This design comes from an exercise in tuning for small area, a short achievable clock period and few clock cycles on the open sky130 flow, not from production work. The RTL was checked by simulation tests, not by an equivalence proof against the original design. Power figures rest on the tool's default switching activity, not on a simulated workload.

==> design/flow/design.v <==
module signifl (
    input             clk,
    input             rst,
    input             start,
    input      [1:0]  op,
    input      [63:0] a,
    input      [63:0] b,
    output            ready,
    output reg        done,
    output reg [2:0]  status,
    output reg [63:0] r0,
    output reg [63:0] r1,
    output reg [63:0] r2
);
    localparam [2:0] ST_IDLE = 3'd0, ST_EVAL = 3'd1, ST_MUL = 3'd2,
                     ST_SHR  = 3'd3, ST_DIV  = 3'd4, ST_FIN = 3'd5;
    localparam [2:0] S_OK = 3'd0, S_INV_UNC = 3'd1, S_INV_MAG = 3'd2,
                     S_ZERO_NF = 3'd3, S_RANGE = 3'd4, S_UNREP = 3'd5,
                     S_ILLEGAL = 3'd7;
    localparam BW = 807;    
    localparam RW = 713;    
    function [5:0] bitlen52(input [51:0] v);
        integer i;
        begin
            bitlen52 = 6'd0;
            for (i = 0; i < 52; i = i + 1)
                if (v[i]) bitlen52 = i + 1;
        end
    endfunction
    function [5:0] ctz53(input [52:0] v);
        integer i;
        begin
            ctz53 = 6'd53;
            for (i = 52; i >= 0; i = i - 1)
                if (v[i]) ctz53 = i;
        end
    endfunction
    function signed [11:0] ilog2(input [10:0] e, input [51:0] f);
        begin
            if (e != 11'd0) ilog2 = $signed({1'b0, e}) - 12'sd1023;
            else            ilog2 = $signed({6'd0, bitlen52(f)}) - 12'sd1075;
        end
    endfunction
    function [63:0] pow2(input signed [11:0] k);
        reg [11:0] ek;
        reg [11:0] sh;
        begin
            if (k >= -12'sd1022) begin
                ek   = k + 12'sd1023;
                pow2 = {1'b0, ek[10:0], 52'd0};
            end else begin
                sh   = k + 12'sd1074;
                pow2 = {12'd0, 52'd1 << sh[5:0]};
            end
        end
    endfunction
    reg  [2:0]  state;
    reg  [1:0]  op_q;
    reg  [63:0] a_q, b_q;
    assign ready = (state == ST_IDLE);
    wire        sa = a_q[63];
    wire [10:0] ea = a_q[62:52];
    wire [51:0] fa = a_q[51:0];
    wire        sb = b_q[63];
    wire [10:0] eb = b_q[62:52];
    wire [51:0] fb = b_q[51:0];
    wire a_zero = (ea == 11'd0) && (fa == 52'd0);
    wire a_fin  = (ea != 11'h7FF);
    wire b_zero = (eb == 11'd0) && (fb == 52'd0);
    wire b_fin  = (eb != 11'h7FF);
    wire [52:0]        ma  = {ea != 11'd0, fa};                        
    wire signed [11:0] qa  = (ea != 11'd0) ? $signed({1'b0, ea}) - 12'sd1075 : -12'sd1074;
    wire signed [11:0] la  = ilog2(ea, fa);
    wire signed [11:0] eps_e = ilog2(eb, fb);
    wire               a_maxf = (a_q[62:0] == 63'h7FEFFFFFFFFFFFFF);
    wire signed [12:0] d_enc  = la - eps_e;
    wire signed [11:0] enc_p  = eps_e - 12'sd1 - qa;                   
    wire [52:0]        enc_keep = ~((53'd1 << (enc_p[5:0] + 6'd1)) - 53'd1);
    wire [52:0]        enc_frac = (ma & enc_keep) | (53'd1 << enc_p[5:0]);
    wire [63:0]        enc_half = pow2(eps_e - 12'sd1);
    reg [2:0]  enc_status;
    reg [63:0] enc_y;
    always @* begin
        enc_y = 64'd0;
        if (!b_fin || b_zero || sb)                              enc_status = S_INV_UNC;
        else if (!a_fin)                                         enc_status = S_INV_MAG;
        else if (a_maxf && eps_e <= 12'sd971)                    enc_status = S_RANGE;
        else if (eps_e == -12'sd1074 || (!a_zero && d_enc >= 13'sd52)) enc_status = S_UNREP;
        else begin
            enc_status = S_OK;
            if (a_zero)              enc_y = enc_half;
            else if (d_enc < 13'sd0) enc_y = {sa, enc_half[62:0]};
            else                     enc_y = {sa, ea, enc_frac[51:0]};
        end
    end
    wire [5:0]         t_a   = ctz53(ma);
    wire signed [11:0] ja    = qa + $signed({6'd0, t_a});               
    wire [52:0]        m_odd = ma >> t_a;
    wire [52:0]        low_ones = (53'd1 << t_a) - 53'd1;
    wire               dec_ovf = (ea == 11'd2046) && ((ma | low_ones) == {53{1'b1}});
    wire [63:0]        dec_delta = pow2(ja + 12'sd1);
    wire [62:0]        step    = 63'd1 << t_a;
    wire [63:0]        outer   = {sa, a_q[62:0] + step};
    wire [63:0]        inner   = (m_odd == 53'd1) ? 64'd0 : {sa, a_q[62:0] - step};
    reg [2:0]  dec_status;
    always @* begin
        if (!a_fin || a_zero) dec_status = S_ZERO_NF;
        else if (dec_ovf)     dec_status = S_RANGE;
        else                  dec_status = S_OK;
    end
    wire signed [31:0] g_prod = ja * 32'sd78913;
    wire signed [31:0] g_full = g_prod >>> 18;                         
    wire signed [11:0] g_a    = g_full[11:0];
    reg [2:0] drnd_status;
    always @* begin
        if (!a_fin || a_zero)                       drnd_status = S_ZERO_NF;
        else if (a_q[62:0] == 63'h7FE0000000000000) drnd_status = S_RANGE;
        else if (b_q != dec_delta)                  drnd_status = S_INV_UNC;
        else                                        drnd_status = S_OK;
    end
    reg  [BW-1:0]       big;       
    reg  [RW-1:0]       rem;       
    reg  [57:0]         quo;       
    reg  [52:0]         xs;        
    reg  [10:0]         cnt;       
    reg  [10:0]         cnt2;      
    reg                 neg;
    reg                 jneg;
    reg  signed [11:0]  g_q;
    wire [BW-1:0] big_x5 = big + (big << 2);
    wire [RW:0]   rr     = {rem, xs[52]};
    wire          ge     = (rr >= {1'b0, big[RW-1:0]});
    wire [RW:0]   rr_sub = rr - {1'b0, big[RW-1:0]};
    wire [57:0] q_fin = jneg ? big[57:0] : quo;
    wire [58:0] q_inc = {1'b0, q_fin} + 59'd1;
    wire [63:0] nmag  = {6'd0, q_inc[58:1]};
    wire [63:0] n_out = neg ? (64'd0 - nmag) : nmag;
    always @(posedge clk) begin
        if (rst) begin
            state <= ST_IDLE;
            done  <= 1'b0;
        end else begin
            done <= 1'b0;
            case (state)
                ST_IDLE: begin
                    if (start) begin
                        op_q  <= op;
                        a_q   <= a;
                        b_q   <= b;
                        state <= ST_EVAL;
                    end
                end
                ST_EVAL: begin
                    state <= ST_IDLE;
                    done  <= 1'b1;
                    r0 <= 64'd0;
                    r1 <= 64'd0;
                    r2 <= 64'd0;
                    case (op_q)
                        2'b00: begin
                            status <= enc_status;
                            r0     <= enc_y;
                        end
                        2'b01: begin
                            status <= dec_status;
                            if (dec_status == S_OK) begin
                                r0 <= dec_delta;
                                r1 <= sa ? outer : inner;
                                r2 <= sa ? inner : outer;
                            end
                        end
                        2'b10: begin
                            status <= drnd_status;
                            if (drnd_status == S_OK) begin
                                done  <= 1'b0;
                                state <= ST_MUL;
                                neg   <= sa;
                                jneg  <= ja[11];
                                g_q   <= g_a;
                                xs    <= m_odd;
                                rem   <= {RW{1'b0}};
                                quo   <= 58'd0;
                                if (ja[11]) begin
                                    big  <= {{(BW-54){1'b0}}, m_odd, 1'b0};
                                    cnt  <= -g_a[10:0];                         
                                    cnt2 <= g_a[10:0] - ja[10:0];               
                                end else begin
                                    big  <= {{(BW-1){1'b0}}, 1'b1};
                                    cnt  <= g_a[10:0];                          
                                    cnt2 <= 11'd54 + ja[10:0] - g_a[10:0];      
                                end
                            end
                        end
                        default: status <= S_ILLEGAL;
                    endcase
                end
                ST_MUL: begin
                    if (cnt != 11'd0) begin
                        big <= big_x5;
                        cnt <= cnt - 11'd1;
                    end else begin
                        cnt   <= cnt2;
                        state <= jneg ? ST_SHR : ST_DIV;
                    end
                end
                ST_SHR: begin
                    if (cnt != 11'd0) begin
                        big <= big >> 1;
                        cnt <= cnt - 11'd1;
                    end else begin
                        state <= ST_FIN;
                    end
                end
                ST_DIV: begin
                    if (cnt != 11'd0) begin
                        if (ge) begin
                            rem <= rr_sub[RW-1:0];
                            quo <= {quo[56:0], 1'b1};
                        end else begin
                            rem <= rr[RW-1:0];
                            quo <= {quo[56:0], 1'b0};
                        end
                        xs  <= {xs[51:0], 1'b0};
                        cnt <= cnt - 11'd1;
                    end else begin
                        state <= ST_FIN;
                    end
                end
                ST_FIN: begin
                    state  <= ST_IDLE;
                    done   <= 1'b1;
                    status <= S_OK;
                    r0     <= n_out;
                    r1     <= {{52{g_q[11]}}, g_q};
                    r2     <= 64'd0;
                end
                default: state <= ST_IDLE;
            endcase
        end
    end
endmodule
==> design/flow/run.sh <==
#!/bin/bash
# synth_recipe.tcl (not shown) runs the flow's synth.tcl, then flattens the netlist and writes it again
# the make line also repeats each setting of config.mk as NAME=value (left out here)
make -C /OpenROAD-flow-scripts/flow DESIGN_CONFIG=/design/flow/config.mk WORK_HOME=/design/flow/orfs CLKGATE_MAP_FILE= SYNTH_SCRIPT=/design/flow/synth_recipe.tcl finish
==> design/flow/config.mk <==
export PLATFORM = sky130hd
export DESIGN_NAME = signifl
export DESIGN_NICKNAME = signifl
export VERILOG_FILES = /design/flow/design.v
export SDC_FILE = /design/flow/constraint.sdc
export NUM_CORES = 4
export LEC_CHECK = 0
export CAP_MARGIN = 20
export CELL_PAD_IN_SITES_DETAIL_PLACEMENT = 2
export CELL_PAD_IN_SITES_GLOBAL_PLACEMENT = 2
export CORE_MARGIN = 2
export CORE_UTILIZATION = 25
export PLACE_DENSITY = 0.35
export SLEW_MARGIN = 20
==> design/flow/constraint.sdc <==
create_clock -name core_clock -period 25.0 [get_ports {clk}]
set_input_delay 5.0000 -clock core_clock [delete_from_list [all_inputs] [get_ports {clk}]]
set_output_delay 5.0000 -clock core_clock [all_outputs]
set_load 0.01 [all_outputs]
==> summary.txt <==
status: finished clean
CP Max Fanout: 30
Cells after Synth: 31100
Vias/cell: 5.59
PortBufs: 329
Final ANT Viol Nets: 0
period utilization: 59.1%
Finish-stage setup viols: 0
Filler Cell Count: 107000
top cells by area, synth: edfxtp_1 26%, a21oi_1 10%, ha_1 9.9%
DP HPWL: 1150000 um
WS Path Type: reg2reg
drt drc: 0
Final min period: 14770 ps
Layout Area Growth over Synthesis: 11.8%
Synth Area in Adders: 10.2%
Fmax achieved: 67.7 MHz
htree depth: 5
Layout Cells excl Fill: 43000
actual slew at the worst max-slew pin: 1300 ps
Pleak: 95.5 nW
Critical Path RT: 25760 ps
layout cells sized above 1: 4.68%
Post-Synth Simple-Gate Area: 21.0%
Die W: 960 um
Setup TNS: 0 ps
Worst EP arrival: 15520 ps
Clock Sinks: 1996
DR vias: 241000
fin. max-slew vios: 0
register bit count reported by yosys: 1996
worst vdd ir: 0.0906 mV
number of DRC markers in iteration 0: 15700
Hold Path Stages: 2
# hold bufs at CTS: 0
cell with the most instances after synthesis: a21oi_1
fin area: 0.256 mm2
core area: 0.913 mm2
most used cell, CP: a21oi_1
Remaining Overflow, GRT: 0
CP peak stage delay: 680 ps
total power: 13.5 mW
most area-hungry cell type in the Yosys netlist: edfxtp_1
Post-synth EDFFs: 1992
Power Density: 52.7 mW/mm2
Final Wtd Congestion: 0.941
largest net degree at the start of global routing: 166
first-pass GRT wire length: 1960000 um
Die Area: 0.922 mm2
hold endpoint: xs[6]
Die H: 960 um
final hold vios: 0
reg-to-reg critical path endpoint: cnt2[10]
buffer count from post-CTS setup fixing: 0
R2R depth: 55
Rows: 351
Main synth FF type: edfxtp_1
worst hold start: xs[5]
crit start category: register
Post-Route WL: 1380000 um
gr usage total: 28.8%
slowest stage cell, crit path: edfxtp_1
ys async rst share: 0%
Worst Setup End Kind: register
Finished Core Util: 28.0%
Final nets: 32600
CTS tree: done
# resized after CTS: 0
post-synthesis xor/xnor area fraction: 7.22%
max-cap violations: 0
CTS max path bufs: 5
sequential-to-total area share from yosys stat: 26.2%
Compound-Gate Fraction of Synth Area: 28.7%
R2R setup slack: 10230 ps
unique cell type count in the Yosys netlist: 121
IO Count: 330
share of the synthesized area in the top cell type: 26.2%
CTS buffer count: 332
mapped cell area: 0.229 mm2
Cell Count Post-Placement: 42400
max_slew headroom: 13.3%
initial antenna violation count: 91
Starting Density: 25.1%
YS warnings: 1
Mean Syn Cell Area: 7.36 um2
Critical R2R Launch: a_q[59]
mux share of post-synthesis cell area: 0.648%
RSZ-0062 raised after global routing: false
vias in the first global route: 255000
Clk pin slew, worst setup/hold paths: 60 ps
Placed Area: 0.245 mm2
Worst Skew: 81.8 ps
largest family of logic cells by synthesized area: compound AO/OA/AOI/OAI gates
synth cell count leaders: 4621 x a21oi_1, 3903 x nand2_1, 3488 x nor2_1
Routed wire per std cell: 32.2 um
Hold Crit Class: reg2reg
DR pass1 iterations: 7
Root Driver: clkbuf_16
Clock Latency Late Sink: 1070 ps
## critical path: cells and delay by family, from the launching register on
family          cells  cell delay [ps]
compound gates     24             5180
fa+ha+maj          10             3960
buf+inv             9             1970
simple gates        9             1950
xor+xnor            3              690
flops               1              680
## power by group
part	internal [mW]	switching, mW
sequential	3.85	0.129
combinational	1.49	3.12
clock	2.86	2.02
total	8.20	5.27
## cell usage in the layout (no fill, tap or decap), types with 743 or more instances in the layout
cell type / Yosys / layout
inv_1: 1767 / 1764
xnor2_1: 1261 / 1258
nand2_1: 3903 / 3895
edfxtp_1: 1992 / 1992
ha_1: 1800 / 1798
a21oi_1: 4621 / 4610
nand4_1: 1032 / 1032
nor2_1: 3488 / 3472
o21bai_1: 744 / 743
o21ai_0: 2489 / 2473
a21o_1: 784 / 784
## per-stage QoR
| stage | hold slack [ps] | worst slack (ps) |
|---|---|---|
| floorplan | 448 | -2630 |
| finish | 524 | 10230 |
| CTS | 529 | 10160 |
| detailed placement | 511 | 10210 |
| global route | 560 | 8900 |
| global placement | 492 | 10290 |
## layer usage
layer | routed length [um] | part of all wire, % | global-route usage (%) | vias to the layer above
li1 | - | - | - | 112000
met1 | 641000 | 46 | 38.8 | 123000
met2 | 648000 | 47 | 48.6 | 4021
met3 | 41300 | 3.0 | 2.28 | 1304
met4 | 53800 | 3.9 | 9.49 | 14
met5 | 95 | 0.0069 | 0 | -
## how the worst max path moves through the flow
stage                to  slack [ps]  cells after the start  startpoint
3_3_place_gp   cnt2[10]       10290                     59     a_q[59]
3_5_place_dp   cnt2[10]       10210                     55     a_q[59]
6_report       cnt2[10]       10230                     55     a_q[59]
5_1_grt        cnt2[10]        8900                     55     a_q[59]
2_1_floorplan    quo[0]       -2630                     45     a_q[56]
4_1_cts        cnt2[10]       10160                     55     a_q[59]
## flip-flops by register name (all words and copies together) (netlist names), 2 cells and up
| register | cells |
|---|---|
| big | 807 |
| rem | 713 |
| a_q | 64 |
| b_q | 64 |
| r0 | 64 |
| r1 | 64 |
| r2 | 64 |
| quo | 58 |
| xs | 53 |
| g_q | 12 |
| cnt2 | 11 |
| cnt | 11 |
| state | 3 |
| status | 3 |
| op_q | 2 |
## layout make-up
cell class	instances	area, um2	share of cell area (%)
Multi-Input combinational cell	25700	156000	61.0
Sequential cell	1996	59900	23.4
Tap cell	12200	15200	5.96
Clock buffer	376	8540	3.34
Timing Repair Buffer	814	7180	2.81
Inverter	1774	6670	2.61
Clock inverter	195	2140	0.836
Antenna cell	25	62.6	0.0245
## kinds of logic (layout without fill, tap and decap cells)
| group | after synthesis | after routing |
|---|---|---|
| AO/OA/AOI/OAI | 11000 | 11000 |
| XOR/XNOR | 1885 | 1885 |
| adder cells (fa/ha/maj) | 1844 | 1844 |
| buffers and inverters | 3419 | 3159 |
| flip-flops | 1996 | 1996 |
| multiplexers | 147 | 147 |
| other | 2 | 41 |
| AND/OR/NAND/NOR | 10800 | 10800 |
Testbench counts, summed over its fixed seeds: cycles 49,230.

-- what the ideal ports hide --
Ports are ideal in the flow. The routed layout listed here was re-timed in OpenROAD.
Step 1 sets driving cells, clkbuf_16 on the clock port and buf_2 on the other inputs (assumed; they add their load-dependent delay and slew).
Step 2 times the ports against the registers' clock, not the clock port: input delays grow and output delays shrink by t, the midpoint of the rising clock arrivals with the driver on.
Three values: no drivers, after step 1, after step 2; two values: the first two.
t, ns: 1.172
slack for setup (ns): 10.235 / 10.235 / 10.235
worst hold slack (ns): 0.524 / 0.524 / 0.524
worst setup path after step 2: register to register
cell pins on the clock port's net: 1
After both steps setup and hold are still met in this run. For this run, drivers alone change the setup slack by 0.000 ns; drivers and shift together by 0.000 ns.
